From an optimization exercise on the open Yosys and OpenROAD flow, aimed at small area, a short achievable clock period and few clock cycles per item; shortcuts taken in it are not production practice.
The RTL was checked by simulation tests, not by an equivalence proof against the original design.
Power is estimated from default activity; no workload was simulated.

`flow/config.mk`:
```
export PLATFORM = sky130hd
export DESIGN_NAME = ptc_builder
export DESIGN_NICKNAME = ptc_builder
export VERILOG_FILES = /design/flow/design.v
export SDC_FILE = /design/flow/constraint.sdc
export NUM_CORES = 4
export LEC_CHECK = 0
export CAP_MARGIN = 20
export CORE_MARGIN = 2
export CORE_UTILIZATION = 40
export PLACE_DENSITY = 0.6
export SLEW_MARGIN = 20
```
`flow/constraint.sdc`:
```
create_clock -name core_clock -period 10.0 [get_ports {clk}]
set_input_delay 2.0000 -clock core_clock [delete_from_list [all_inputs] [get_ports {clk}]]
set_output_delay 2.0000 -clock core_clock [all_outputs]
set_load 0.01 [all_outputs]
```
`flow/design.v`:
```
module ptc_builder (
    input  wire        clk,
    input  wire        rst,
    input  wire        start,
    output wire        start_ready,
    input  wire [7:0]  cfg_dtype,
    input  wire [31:0] cfg_total,
    input  wire [15:0] cfg_cyl,
    input  wire [7:0]  cfg_heads,
    input  wire [7:0]  cfg_sect,
    input  wire [7:0]  cfg_ilv,
    input  wire [31:0] cfg_nfull,
    output wire [7:0]  rsvd_addr,
    input  wire [7:0]  rsvd_data,
    output wire        out_valid,
    input  wire        out_ready,
    output wire [7:0]  out_data,
    output reg         res_valid,
    output reg         res_refused,
    output reg         res_warn
);
    localparam [1:0] S_IDLE  = 2'd0;
    localparam [1:0] S_CKS   = 2'd1;
    localparam [1:0] S_SEND  = 2'd2;
    localparam [1:0] S_DONE  = 2'd3;
    reg [1:0]  state;
    reg [7:0]  dtype;
    reg [23:0] total;
    reg [15:0] cyl;
    reg [7:0]  heads;
    reg [7:0]  sect;
    reg [7:0]  ilv;
    reg [31:0] nfull;
    reg        warn;
    reg  [8:0]  pcount;
    wire [8:0]  laddr = {pcount[1], pcount[8:2], pcount[0]};
    wire [3:0]  eidx  = laddr[7:4];           
    wire [3:0]  ebyte = laddr[3:0];           
    reg  [47:0] pool;                         
    reg  [23:0] estart;                       
    wire [15:0] esize = (pool > 48'h00FFFF) ? 16'hFFFF : pool[15:0];
    reg  [7:0]  cks_a0;
    reg  [7:0]  cks_a1;
    assign rsvd_addr = laddr[7:0];
    reg  [7:0] tbyte;
    wire [4:0] num = {1'b0, eidx} + 5'd1;     
    always @(*) begin
        tbyte = 8'h00;
        if (!laddr[8]) begin
            case (laddr[7:0])
                8'h00, 8'h01: tbyte = 8'hAE;
                8'h02:        tbyte = cks_a0;
                8'h03:        tbyte = cks_a1;
                8'h04:        tbyte = dtype;
                8'h05:        tbyte = total[7:0];
                8'h06:        tbyte = total[15:8];
                8'h07:        tbyte = total[23:16];
                8'h09:        tbyte = cyl[7:0];
                8'h0A:        tbyte = cyl[15:8];
                8'h0B:        tbyte = heads;
                8'h0C:        tbyte = sect;
                8'h0D:        tbyte = ilv;
                8'h0E:        tbyte = 8'h00;
                8'h11, 8'h12, 8'h13, 8'h14: tbyte = 8'hFF;
                default:      tbyte = rsvd_data;    
            endcase
        end else begin
            case (ebyte)
                4'd0: tbyte = estart[7:0];
                4'd1: tbyte = estart[15:8];
                4'd2: tbyte = estart[23:16];
                4'd3: tbyte = esize[7:0];
                4'd4: tbyte = esize[15:8];
                4'd5: tbyte = ((eidx == 4'd0 || esize == 16'hFFFF) && eidx < 4'd4)
                              ? 8'h40 : 8'h00;
                4'd6: tbyte = 8'hC1;                           
                4'd7: tbyte = 8'hC5;                           
                4'd8: tbyte = (num < 5'd10) ? (8'hB0 + {3'd0, num}) : 8'hB1;
                4'd9: tbyte = (num < 5'd10) ? 8'hA0 : (8'hB0 + {3'd0, num} - 8'd10);
                default: tbyte = 8'hA0;                        
            endcase
        end
    end
    wire step_cks  = (state == S_CKS);
    wire step_send = (state == S_SEND) && out_ready;
    wire step      = step_cks || step_send;
    assign start_ready = (state == S_IDLE);
    assign out_valid   = (state == S_SEND);
    assign out_data    = tbyte;
    always @(posedge clk) begin
        if (rst) begin
            state     <= S_IDLE;
            res_valid <= 1'b0;
            pcount    <= 9'd0;
        end else begin
            res_valid <= 1'b0;
            case (state)
                S_IDLE: begin
                    if (start) begin
                        dtype  <= cfg_dtype;
                        total  <= cfg_total[23:0];
                        cyl    <= cfg_cyl;
                        heads  <= cfg_heads;
                        sect   <= cfg_sect;
                        ilv    <= cfg_ilv;
                        nfull  <= cfg_nfull;
                        warn   <= ({cfg_nfull, 16'h0000} != {16'h0000, cfg_total});
                        pcount <= 9'd0;
                        cks_a0 <= 8'd0;
                        cks_a1 <= 8'd0;
                        pool   <= {cfg_nfull, 16'h0000} - 48'd1;
                        estart <= 24'd1;
                        if (cfg_nfull == 32'd0)
                            state <= S_DONE;
                        else
                            state <= S_CKS;
                    end
                end
                S_CKS: begin
                    if (laddr != 9'd2 && laddr != 9'd3) begin
                        if (laddr[0]) cks_a1 <= cks_a1 ^ tbyte;
                        else          cks_a0 <= cks_a0 ^ tbyte;
                    end
                    if (pcount == 9'd511) begin
                        state  <= S_SEND;
                        pool   <= {nfull, 16'h0000} - 48'd1;
                        estart <= 24'd1;
                    end
                end
                S_SEND: begin
                    if (out_ready && pcount == 9'd511)
                        state <= S_DONE;
                end
                S_DONE: begin
                    res_valid   <= 1'b1;
                    res_refused <= (nfull == 32'd0);
                    res_warn    <= warn;
                    state       <= S_IDLE;
                end
            endcase
            if (step) begin
                pcount <= pcount + 9'd1;
                if (laddr[8] && ebyte == 4'hF && pcount != 9'd511) begin
                    estart <= estart + {8'd0, esize};
                    pool   <= pool - {32'd0, esize};
                end
            end
        end
    end
endmodule
```
`flow/run.sh`:
```
#!/bin/bash
# synth_recipe.tcl (not shown) runs the flow's synth.tcl, then flattens the netlist and writes it again
# the make line also repeats each setting of config.mk as NAME=value (left out here)
make -C /OpenROAD-flow-scripts/flow DESIGN_CONFIG=/design/flow/config.mk WORK_HOME=/design/flow/orfs CLKGATE_MAP_FILE= SYNTH_SCRIPT=/design/flow/synth_recipe.tcl finish
```
==> impl_metrics.toml <==
[sta]
finalCriticalPeriod_ns = 6.42
slew-limit-headroom = 0.303
period_share = 0.642
fin_ws_ns = 3.58
worst_pin_slew_ns = 1.05
maxSlewViolCount = 0
rsz0062_at_grt = "no"
clock_skew_ns = 0.0232
finalHoldViolCount = 0
tns_ns = 0
setup_viol_count_final = 0
max_freq_mhz = 156

[worst_setup_path]
criticalPathCategory = "reg -> out"
cp.required_ns = 8.00
path_max_fanout = 25
arrival_ns = 4.42
worst_setup_path_start_kind = "flop"
endpoint_kind = "output port"

[cells_and_area]
antennaDiodeCount = 0
final_cell_area_um2 = 15900
layout_commonest_cell = "edfxtp_1"
area.growth.synth_to_final_pct = 20.5
layout.cells.non_filler = 1907
nFillCells = 2991
layout_common_cells = "edfxtp_1 (195), clkdlybuf4s50_1 (144), nor2_1 (123)"
nNetsFinal = 1601
fin_util = 0.489
drive_gt1_frac = 0.0676

[synthesis]
synth.distinct_cells = 81
synth_compound_area_frac = 0.177
synth_warnings = 1
yosys.area_share.simple = 0.191
synth_area_um2 = 13200
avgSynthCellArea_um2 = 9.83
synth_async_sr_flop_share = 0
yosys.area.top_type_share = 0.445
postSynthCellCount = 1339
syn-num-nets = 1494
synth_xor_area_frac = 0.0732
synth_seq_cells = 207
seq_area_frac_synth = 0.463
synth-edff-count = 195
synth.largest_area_cell = "edfxtp_1"
synth_fa_ha_area_frac = 0.0300
synth_area_leaders = "edfxtp_1 (45%), xnor2_1 (3.7%), xor2_1 (3.6%)"
ys.flop_type = "edfxtp_1"
synth_top_family_by_area = "simple AND/OR/NAND/NOR gates"
muxShareOfSynthArea = 0.0297

[die]
num_rows = 66
die-area_um2 = 34400
die_w_um = 185
io_pins = 145
die_y_um = 185
start_util = 0.405
coreArea_um2 = 32500

[route]
dr.pass1.iters = 5
wire_per_inst_um = 20.9
drt-initial-drc-count = 1056
drt-total-wl_mm = 39.8
ant_nets = 0
drc_errors = 0
via_count = 11400
avgViaCountPerCell = 5.99

[global_route]
grtUsageMet2 = 0.351
grtUsageTotal = 0.228
grt_pass1_wl_mm = 61.0
antenna_found_initial = 1
grt-ovfl-total = 0
grt_pass1_vias = 10800
busiest_layer = "met2"
met1_usage = 0.328
met3_usage = 0.0352
grt_start_max_net_pins = 74

[pwr]
power_density_nw_per_um2 = 215
ir_worst_vdd_v = 0.000167
p_leak_uw = 0.00522

[placed_design]
placedInstanceArea_um2 = 15000
portBuffers = 144
gp_congestion = 0.910
dp.cells = 1860
dp_hpwl_mm = 28.8
dp_slack_ns = 4.15

[clock_tree]
numCtsBuffers = 25
clk_latency_ns = 0.55
clockRootBuffer = "clkbuf_16"
clk_pin_slew_worst_paths_ns = 0.06
cts_max_level = 1
cts_resized = 0
cts_setup_buffers = 0
max-clock-path-buffers = 3
cts.sinks = 207
hold_buffers = 0
cts_tree = "yes"

[run]
max_cap_viol_count = 0

[outcome]
status = "complete, no violations"

[hold_path]
hold_path_class = "reg -> reg"
[state kept, by name, summed over array words and instances, names as in the netlist]
| name | flops |
|---|---|
| dtype | 8 |
| cks_a1 | 8 |
| state | 2 |
| res_refused | 1 |
| res_valid | 1 |
| warn | 1 |
| pool | 48 |
| cks_a0 | 8 |
| nfull | 32 |
| total | 24 |
| ilv | 8 |
| cyl | 16 |
| pcount | 9 |
| sect | 8 |
| heads | 8 |
| res_warn | 1 |
| estart | 24 |
[final timing paths]
| path | startpoint | to | slack [ns] | cells past startpoint |
|---|---|---|---|---|
| worst max-delay path | pcount[3] | out_data[1] | 3.58 | 7 |
| worst min-delay path | warn | res_warn | 0.42 | 0 |
| worst max register to register | pcount[0] | pool[8] | 5.24 | 12 |
| worst min register to register | warn | res_warn | 0.42 | 0 |
[stage by stage]
step | total power, uW | hold slack, ns
2_1_floorplan | 2040 | 0.400
3_3_place_gp | 2390 | 0.409
3_5_place_dp | 2410 | 0.421
4_1_cts | 3410 | 0.425
5_1_grt | 3580 | 0.438
6_report | 3400 | 0.424
[metal layers]
metal  routed length [um]  vias to the layer above
li1                     -                     5340
met1                17800                     5544
met2                17800                      458
met3                 3040                       77
met4                 1190                        2
met5                   16                        -
[area by class of cell]
cell class / instances / area (um^2) / area share
clock buffers: 27 / 633 / 0.0399
clock inverters: 19 / 259 / 0.0163
inverters: 32 / 120 / 0.00757
multi-input cells: 1018 / 6620 / 0.418
flip-flops and latches: 207 / 6100 / 0.384
well taps: 442 / 553 / 0.0349
repair buffers: 162 / 1570 / 0.0993
[worst max-delay path: stages, from the launching register on]
cell             delay, ns
dfxtp_1               0.83
nor2b_1               0.57
and2_0                0.77
a221oi_1              0.21
o21ai_0               0.20
a211oi_1              0.10
o32ai_1               0.55
clkdlybuf4s50_1       0.64
[kinds of logic after synthesis]
kind of cell             Yosys count
AND/OR/NAND/NOR                  496
AO/OA/AOI/OAI                    346
flip-flops                       207
buffers and inverters            114
XOR/XNOR                         110
multiplexers                      35
adder cells (fa/ha/maj)           31
[synthesized netlist by cell type (9+ instances only)]
library cell,count
edfxtp_1,195
nor2_1,125
nand2_1,91
a21oi_1,79
o21ai_0,77
clkbuf_1,61
nor3_1,56
xnor2_1,56
xor2_1,54
nand3_1,53
nor4_1,34
inv_1,32
ha_1,30
nand2b_1,28
mux2i_1,21
o22ai_1,20
or3_1,19
a211oi_1,17
a221oi_1,17
or4_1,15
and3_1,12
dfxtp_1,12
mux2_2,12
nand4_1,12
a22oi_1,11
nor2b_1,11
a31oi_1,10
buf_1,10
or2_2,10
o311ai_0,9
o31ai_1,9
[power breakdown]
group / internal (uW) / switching (uW) / total [uW]
combinational: 435 / 676 / 1110
clock: 614 / 381 / 994
sequential: 1170 / 130 / 1300
total: 2220 / 1190 / 3400
Testbench counts, summed over its fixed seeds: cycles 197,000, builds 192.

-- static timing again, ports no longer ideal --
No port has a modelled driver above. Below, the same layout with a new extraction and two added sets of constraints. Step 1 sets driving cells, clkbuf_16 on the clock port and buf_2 on the other inputs (assumed; they add their load-dependent delay and slew). Step 2 also shifts input and output timing later by t, the mid clock arrival at the registers, as if the neighbouring blocks saw the same clock. Three values: ideal, step 1, step 2; two values: the first two.
shift t [ns]: 0.593
slack for setup (ns): 3.582 / 3.530 / 4.124
hold slack, ns: 0.424 / 0.424 / 0.424
worst setup path after step 2: register to output
clock arrival spread, ns: 0.024 / 0.025
After both steps this run still meets setup and hold. The setup slack of this run moves by -0.052 ns with the drivers and by +0.542 ns with both steps.
